Background: an optimization exercise with open tools, aiming at small area, a short achievable clock period and few clock cycles. Do not read the settings as production practice.
In this exercise RTL edits were held to simulation tests only and were not proved equivalent to the original.
Power figures rest on the tool's default switching activity, not on a simulated workload.

==> run a <==
==> flow/design.v (excerpt) <==
module duck_core (
    input  wire        clk,
    input  wire        rst,           
    input  wire        start,         
    input  wire [31:0] start_addr,
    output reg         mem_en,
    output reg         mem_we,
    output reg  [9:0]  mem_addr,
    output reg  [31:0] mem_wdata,
    input  wire [31:0] mem_rdata,
    output wire        trace_valid,
    output wire [31:0] trace_pc,
    output wire [31:0] trace_word,
    output wire [1:0]  state,         
    output wire [3:0]  cond,
    output wire [2:0]  fault_cause,
    output wire [31:0] fault_addr,
    output wire [31:0] fault_word,
    input  wire [3:0]  dbg_raddr,
    output wire [31:0] dbg_rdata
);
    localparam OP_HALT = 6'd0, OP_LOAD = 6'd1, OP_STORE = 6'd2, OP_ADD = 6'd3,
               OP_SUB  = 6'd5, OP_MUL  = 6'd6, OP_DIV   = 6'd7;
    localparam ST_RUN = 2'd0, ST_HALT = 2'd1, ST_FAULT = 2'd2;
    reg  [1:0]  st;
    reg  [31:0] pc;           
    reg  [31:0] regs [1:14];
    reg  [3:0]  cond_q;
    reg  [31:0] ir;
    reg         irv;          
    reg         ifv;          
    reg  [9:0]  ifa;          
    reg         lwb;          
    reg         lredo;        
    reg         swb;          
    reg  [3:0]  ls_rt;
    reg  [31:0] res_q;        
    reg         ls_oor;       
    reg  [2:0]  fcause;
    wire running = (st == ST_RUN);
    wire [5:0] op   = ir[31:26];
    wire [3:0] pred = ir[25:22];
    wire [3:0] rt   = ir[21:18];
    wire [3:0] rs1  = ir[17:14];
    wire [3:0] rs2  = ir[13:10];
    wire [9:0] off  = ir[9:0];
    wire legal  = (op <= 6'd3) || (op == OP_SUB) || (op == OP_MUL) || (op == OP_DIV);
    wire pass   = |(cond_q & pred);
  ...
Settings: LEC_CHECK=0, CAP_MARGIN=20, CORE_MARGIN=2, CORE_UTILIZATION=40, PLACE_DENSITY=0.6, SLEW_MARGIN=20; clock period 22.0 ns.
run.sh (not shown) runs the stock make flow with config.mk's settings and CLKGATE_MAP_FILE= SYNTH_SCRIPT=/design/flow/synth_recipe.tcl, a recipe that flattens the netlist after the stock synthesis.
==> run b (differences from run a) <==
--- a/flow/design.v
+++ b/flow/design.v
@@ -1,25 +1,29 @@
 module duck_alu (
     input  wire [33:0] a,         
     input  wire [33:0] b,         
     input  wire [33:0] c,         
     input  wire        cin,
-    input  wire        force_v,
     output wire [33:0] sum,
     output wire        ovf,
     output wire [31:0] result,
     output wire [3:0]  flag       
 );
-    assign sum = a + b + c + {33'd0, cin};
-    assign ovf = force_v | ~((sum[33:31] == 3'b000) | (sum[33:31] == 3'b111));
+    wire [33:0] s = a ^ b ^ c;
+    wire [33:0] k = (a & b) | (a & c) | (b & c);
+    wire [33:0] y = {k[32:0], cin};
+    assign sum = s + y;
+    wire [31:0] zt = (s[31:0] ^ y[31:0]) ^ {s[30:0] | y[30:0], 1'b0};
+    wire        zero = ~|zt;
+    assign ovf = ~((sum[33:31] == 3'b000) | (sum[33:31] == 3'b111));
     assign result = ovf ? 32'd0 : sum[31:0];
     assign flag = ovf ? 4'b1000 :
                   sum[31] ? 4'b0001 :
-                  (sum[31:0] == 32'd0) ? 4'b0010 : 4'b0100;
+                  zero ? 4'b0010 : 4'b0100;
 endmodule
 module duck_div (
     input  wire        clk,
     input  wire        rst,
     input  wire        start,
     input  wire        is_div,
     input  wire [31:0] x1,        
     input  wire [32:0] op2,       
@@ -73,16 +77,18 @@
     wire [37:0] m_p2 = rz[2] ? {{2{ry[33]}}, ry, 2'b0} : 38'd0;
     wire [37:0] m_s1 = m_a ^ m_p0 ^ m_p1;
     wire [37:0] m_c1 = {(m_a[36:0] & m_p0[36:0]) | (m_a[36:0] & m_p1[36:0]) |
                         (m_p0[36:0] & m_p1[36:0]), 1'b0};
     wire [37:0] m_s2 = m_s1 ^ m_c1 ^ m_p2;
     wire [37:0] m_c2 = {(m_s1[36:0] & m_c1[36:0]) | (m_s1[36:0] & m_p2[36:0]) |
                         (m_c1[36:0] & m_p2[36:0]), 1'b0};
     wire [37:0] xs3  = m_s2 + m_c2;
+    wire [31:0] m_zt = (m_s2[31:0] ^ m_c2[31:0]) ^ {m_s2[30:0] | m_c2[30:0], 1'b0};
+    wire        m_zero = ~|m_zt;
     wire [34:0] d_t0 = {3'd0, rx} - {1'b0, ry};
     wire        c0   = ~d_t0[34];
     wire [31:0] d_r1 = c0 ? d_t0[31:0] : rx;
     wire [34:0] d_t1 = {3'd0, d_r1} - {2'd0, ry[33:1]};
     wire        c1   = ~d_t1[34];
     wire [31:0] d_r2 = c1 ? d_t1[31:0] : d_r1;
     wire [32:0] rz_n   = {3'd0, rz[32:3]};
     wire        m_last = (rz_n == 33'd0);
@@ -93,22 +99,24 @@
     wire [32:0] q_n    = {rz[30:0], dq};
     wire [31:0] qm_n   = (dq != 2'd0) ? {rz[29:0], dq - 2'd1} : {rq[29:0], 2'b11};
     wire        d_last = (cnt == 4'd0);
     wire [31:0] d_res  = ng ? ~qm_n : q_n[31:0];
     wire        d_ov   = q_n[31] & ~ng;
     wire        prep_done = (st == S_PREP) && (b_zero || a_lt_b);
     wire        iter_done = (st == S_ITER) && (dv ? d_last : m_last);
     assign done = prep_done || iter_done;
-    wire        r_ov  = (st == S_PREP) ? b_zero : dv ? d_ov : m_ov;
-    wire [31:0] r_val = (st == S_PREP) ? 32'd0 : dv ? d_res : xs3[31:0];
-    assign result = r_ov ? 32'd0 : r_val;
-    assign flag   = r_ov ? 4'b1000 :
-                    r_val[31] ? 4'b0001 :
-                    (r_val == 32'd0) ? 4'b0010 : 4'b0100;
+    wire        prep  = (st == S_PREP);
+    wire        d_zero = (rz[30:0] == 31'd0) && (dq == 2'd0);
+    wire        r_ov  = prep ? b_zero : dv ? d_ov : m_ov;
+    wire        r_z   = prep ? 1'b1 : dv ? d_zero : m_zero;
+    wire        r_m   = prep ? 1'b0 : dv ? (ng & ~d_zero) : xs3[31];
+    wire [31:0] r_val = dv ? d_res : xs3[31:0];
+    assign result = (r_ov || prep) ? 32'd0 : r_val;
+    assign flag   = r_ov ? 4'b1000 : r_m ? 4'b0001 : r_z ? 4'b0010 : 4'b0100;
     always @(posedge clk) begin
         if (rst) begin
             st  <= S_IDLE;
             dv  <= 1'b0;
             ng  <= 1'b0;
             ov  <= 1'b0;
             mhi <= 1'b0;
             cnt <= 4'd0;
@@ -206,24 +214,46 @@
     reg  [2:0]  fcause;
     wire running = (st == ST_RUN);
     wire [5:0] op   = ir[31:26];
     wire [3:0] pred = ir[25:22];
     wire [3:0] rt   = ir[21:18];
     wire [3:0] rs1  = ir[17:14];
     wire [3:0] rs2  = ir[13:10];
     wire [9:0] off  = ir[9:0];
-    wire legal  = (op <= 6'd3) || (op == OP_SUB) || (op == OP_MUL) || (op == OP_DIV);
+    reg  legal, is_ld, is_st, is_sub, is_hlt, is_md, is_dv, rt15, rt_reg;
+    reg  d_aon, d_bx2, d_bres;
+    reg  [10:0] cop;          
     wire pass   = |(cond_q & pred);
-    wire is_ld  = (op == OP_LOAD);
-    wire is_st  = (op == OP_STORE);
-    wire is_sub = (op == OP_SUB);
-    wire is_hlt = (op == OP_HALT);
-    wire is_md  = (op == OP_MUL) || (op == OP_DIV);
-    wire rt_reg = (rt != 4'd0) && (rt != 4'd15);
+    function [22:0] decode;
+        input [31:0] w;
+        reg [5:0] o;
+        reg       hlt, md, sb;
+        reg [10:0] of;
+        begin
+            o   = w[31:26];
+            hlt = (o == OP_HALT);
+            md  = (o == OP_MUL) || (o == OP_DIV);
+            sb  = (o == OP_SUB);
+            of  = {w[9], w[9:0]};
+            decode[0]  = (o <= 6'd3) || sb || md;            
+            decode[1]  = (o == OP_LOAD);
+            decode[2]  = (o == OP_STORE);
+            decode[3]  = sb;
+            decode[4]  = hlt;
+            decode[5]  = md;
+            decode[6]  = (o == OP_DIV);
+            decode[7]  = (w[21:18] == 4'd15);
+            decode[8]  = (w[21:18] != 4'd15) && (w[21:18] != 4'd0);
+            decode[9]  = !hlt && !md;                       
+            decode[10] = !hlt;                               
+            decode[11] = 1'b0;                               
+            decode[22:12] = hlt ? 11'd0 : sb ? (~of + 11'd1) : of;
+        end
+    endfunction
     reg  [15:1] sel1, sel2;
     wire [15:1] seld;
     reg  [31:0] x1, x2, xd;
     integer k;
     always @(*) begin
         x1 = sel1[15] ? pc : 32'd0;
         x2 = sel2[15] ? pc : 32'd0;
         xd = seld[15] ? pc : 32'd0;
@@ -253,57 +283,54 @@
     wire [31:0] md_res;
     wire [3:0]  md_flag;
     reg         f15;          
     wire issue    = running && irv && md_idle && !f15 && !hold;
     wire fire     = issue && legal;
     wire ex_pass  = fire && pass;
     wire md_start = ex_pass && is_md;
     wire md_wb    = running && md_done;
-    wire complete = (fire && !(pass && is_md)) || (md_wb && (rt != 4'd15)) || f15;
+    wire complete = (fire && !(pass && is_md)) || (md_wb && !rt15) || f15;
     wire use_alu  = ex_pass && !is_md;
-    wire        a_on  = !f15 && !is_hlt && !is_md;
-    wire        c_on  = !f15 && !is_hlt;
-    wire        sub   = !f15 && is_sub;
-    wire [33:0] bval  = f15 ? {{2{res_q[31]}}, res_q} : is_hlt ? 34'd0 : {{2{x2[31]}}, x2};
+    wire [33:0] bval  = ({34{d_bx2}} & {{2{x2[31]}}, x2}) |
+                        ({34{d_bres}} & {{2{res_q[31]}}, res_q});
+    wire [33:0] alu_a = d_aon ? {{2{x1[31]}}, x1} : 34'd0;
+    wire [33:0] alu_b = is_sub ? ~bval : bval;
+    wire [33:0] alu_c = {{23{cop[10]}}, cop};
     wire [33:0] cval0 = {{24{off[9]}}, off};
     wire [33:0] ncval = ~cval0 + 34'd1;
-    wire [33:0] alu_a = a_on ? {{2{x1[31]}}, x1} : 34'd0;
-    wire [33:0] alu_b = sub ? ~bval : bval;
-    wire [33:0] alu_c = c_on ? (sub ? ncval : cval0) : 34'd0;
     wire [33:0] sum;
     wire        alu_ovf;
     wire [31:0] alu_res;
     wire [3:0]  alu_flag;
     duck_alu u_alu (
         .a       (alu_a),
         .b       (alu_b),
         .c       (alu_c),
-        .cin     (sub),
-        .force_v (1'b0),
+        .cin     (is_sub),
         .sum     (sum),
         .ovf     (alu_ovf),
         .result  (alu_res),
         .flag    (alu_flag)
     );
     wire [33:0] nsum = ~{{2{x2[31]}}, x2} + ncval + 34'd1;
     duck_div u_md (
         .clk     (clk),
         .rst     (rst),
         .start   (md_start),
-        .is_div  (op == OP_DIV),
+        .is_div  (is_dv),
         .x1      (x1),
         .op2     (sum[32:0]),
         .nop2    (nsum[32:0]),
         .idle    (md_idle),
         .done    (md_done),
         .result  (md_res),
         .flag    (md_flag)
     );
-    wire        wr_pc   = (use_alu || f15) && (rt == 4'd15);
+    wire        wr_pc   = (use_alu || f15) && rt15;
     wire [31:0] pc_inc  = pc + 32'd1;
     wire [31:0] pc_next = wr_pc ? (alu_res + 32'd1) : pc_inc;
     wire        lwb15   = lwb && !lredo && !ls_oor && (ls_rt == 4'd15);
     wire [31:0] pc_new  = complete ? pc_next : lwb15 ? mem_rdata : pc;
     wire        keep_ir = irv && !complete && !sq_ir && !lwb15;
     wire        accept  = ifv && !sq_if && (ifa == pc_new[9:0]) &&
                           (pc_new[31:10] == 22'd0) && !lwb15;
     wire f_ls    = running && (lwb || swb) && ls_oor && !lredo;
@@ -368,16 +395,17 @@
     always @(posedge clk) begin
         if (rst) begin
             st     <= ST_RUN;
             pc     <= 32'd0;
             cond_q <= 4'b1111;
             ir     <= 32'd0;
             sel1   <= 15'd0;
             sel2   <= 15'd0;
+            {cop, d_bres, d_bx2, d_aon, rt_reg, rt15, is_dv, is_md, is_hlt, is_sub, is_st, is_ld, legal} <= decode(32'd0);
             irv    <= 1'b0;
             ifv    <= 1'b0;
             ifa    <= 10'd0;
             lwb    <= 1'b0;
             lredo  <= 1'b0;
             swb    <= 1'b0;
             ls_rt  <= 4'd0;
             res_q  <= 32'd0;
@@ -410,17 +438,23 @@
                 end
                 swb <= 1'b0;
                 if (lwb15)
                     pc <= mem_rdata;
                 if (use_alu)
                     cond_q <= alu_flag;
                 if (md_wb)
                     cond_q <= md_flag;
-                f15 <= md_wb && (rt == 4'd15);
+                f15 <= md_wb && rt15;
+                if (md_wb && rt15) begin
+                    d_aon  <= 1'b0;
+                    d_bx2  <= 1'b0;
+                    d_bres <= 1'b1;
+                    cop    <= 11'd0;
+                end
                 if (md_wb)
                     res_q <= md_res;
                 if (complete)
                     pc <= pc_next;
                 if (ex_pass && (is_ld || is_st)) begin
                     lwb    <= is_ld;
                     lredo  <= is_ld && alu_ovf;
                     swb    <= is_st;
@@ -429,16 +463,17 @@
                     ls_oor <= (alu_res[31:10] != 22'd0);
                 end
                 if (ex_pass && is_hlt)
                     st <= ST_HALT;
                 if (!keep_ir) begin
                     ir   <= mem_rdata;
                     sel1 <= onehot(mem_rdata[17:14]);
                     sel2 <= onehot(mem_rdata[13:10]);
+                    {cop, d_bres, d_bx2, d_aon, rt_reg, rt15, is_dv, is_md, is_hlt, is_sub, is_st, is_ld, legal} <= decode(mem_rdata);
                     irv  <= accept;
                 end
             end
         end else if (st == ST_HALT) begin
             ifv <= 1'b0;
             irv <= 1'b0;
             if (start) begin
                 st <= ST_RUN;
==> flow_summary_export.csv <==
group,metric,value,unit
status,outcome,"no timing/DRC/antenna violations",
timing,whs,0.460,ns
cells_and_area,fin_nets,8666,
die,die_h,410,µm
pwr,power,8.32,mW
synthesis,synth_fa_ha_area_frac,0.0902,
cells_and_area,clock_cell_area_share,0.0431,
cells_and_area,num-nonclk-inverters,393,
# the run above: run b

==> flow_summary_export.csv <==
group,metric,value,unit
status,outcome,"no timing/DRC/antenna violations",
synthesis,synth_fa_ha_area_frac,0.0791,
timing,whs,0.492,ns
cells_and_area,clock_cell_area_share,0.0443,
worst_setup_path,reg2reg_from,"u_md.ry[0]",
cells_and_area,fin_nets,8282,
synthesis,synth_area,62500,µm²
die,die_h,399,µm
pwr,power,7.44,mW
cells_and_area,num-nonclk-inverters,354,
# the run above: run a

Testbench counts of run a, summed over its fixed seeds: cycles 87,174.
Testbench counts of run b, summed over its fixed seeds: cycles 87,174.

-- re-timing with driven ports --
The flow's constraints put no driver on any port. The routed layouts listed below were extracted and timed again, unchanged, in two steps.
Step 1 (the two cells are an assumption about what drives the block):
set clk [get_ports {clk}]
set_driving_cell -lib_cell sky130_fd_sc_hd__clkbuf_16 $clk
set_driving_cell -lib_cell sky130_fd_sc_hd__buf_2 [delete_from_list [all_inputs] $clk]
Step 2, shift: input delay + t, output delay - t, t = (earliest + latest rising clock arrival at the registers) / 2. This alone moves slack from input paths to output paths.
Slacks: ideal / step 1 / step 2; pairs: ideal / step 1.
run | shift t [ns] | setup WS [ns] | hold slack, ns | worst setup path at the end | pins driven straight from the clock port
run a | 0.812 | 9.427 / 9.427 / 9.427 | 0.492 / 0.492 / 0.492 | register to register | 1
run b | 0.835 | 9.597 / 9.510 / 9.914 | 0.460 / 0.460 / 0.460 | input to output | 1
After both steps every run listed still meets setup and hold.
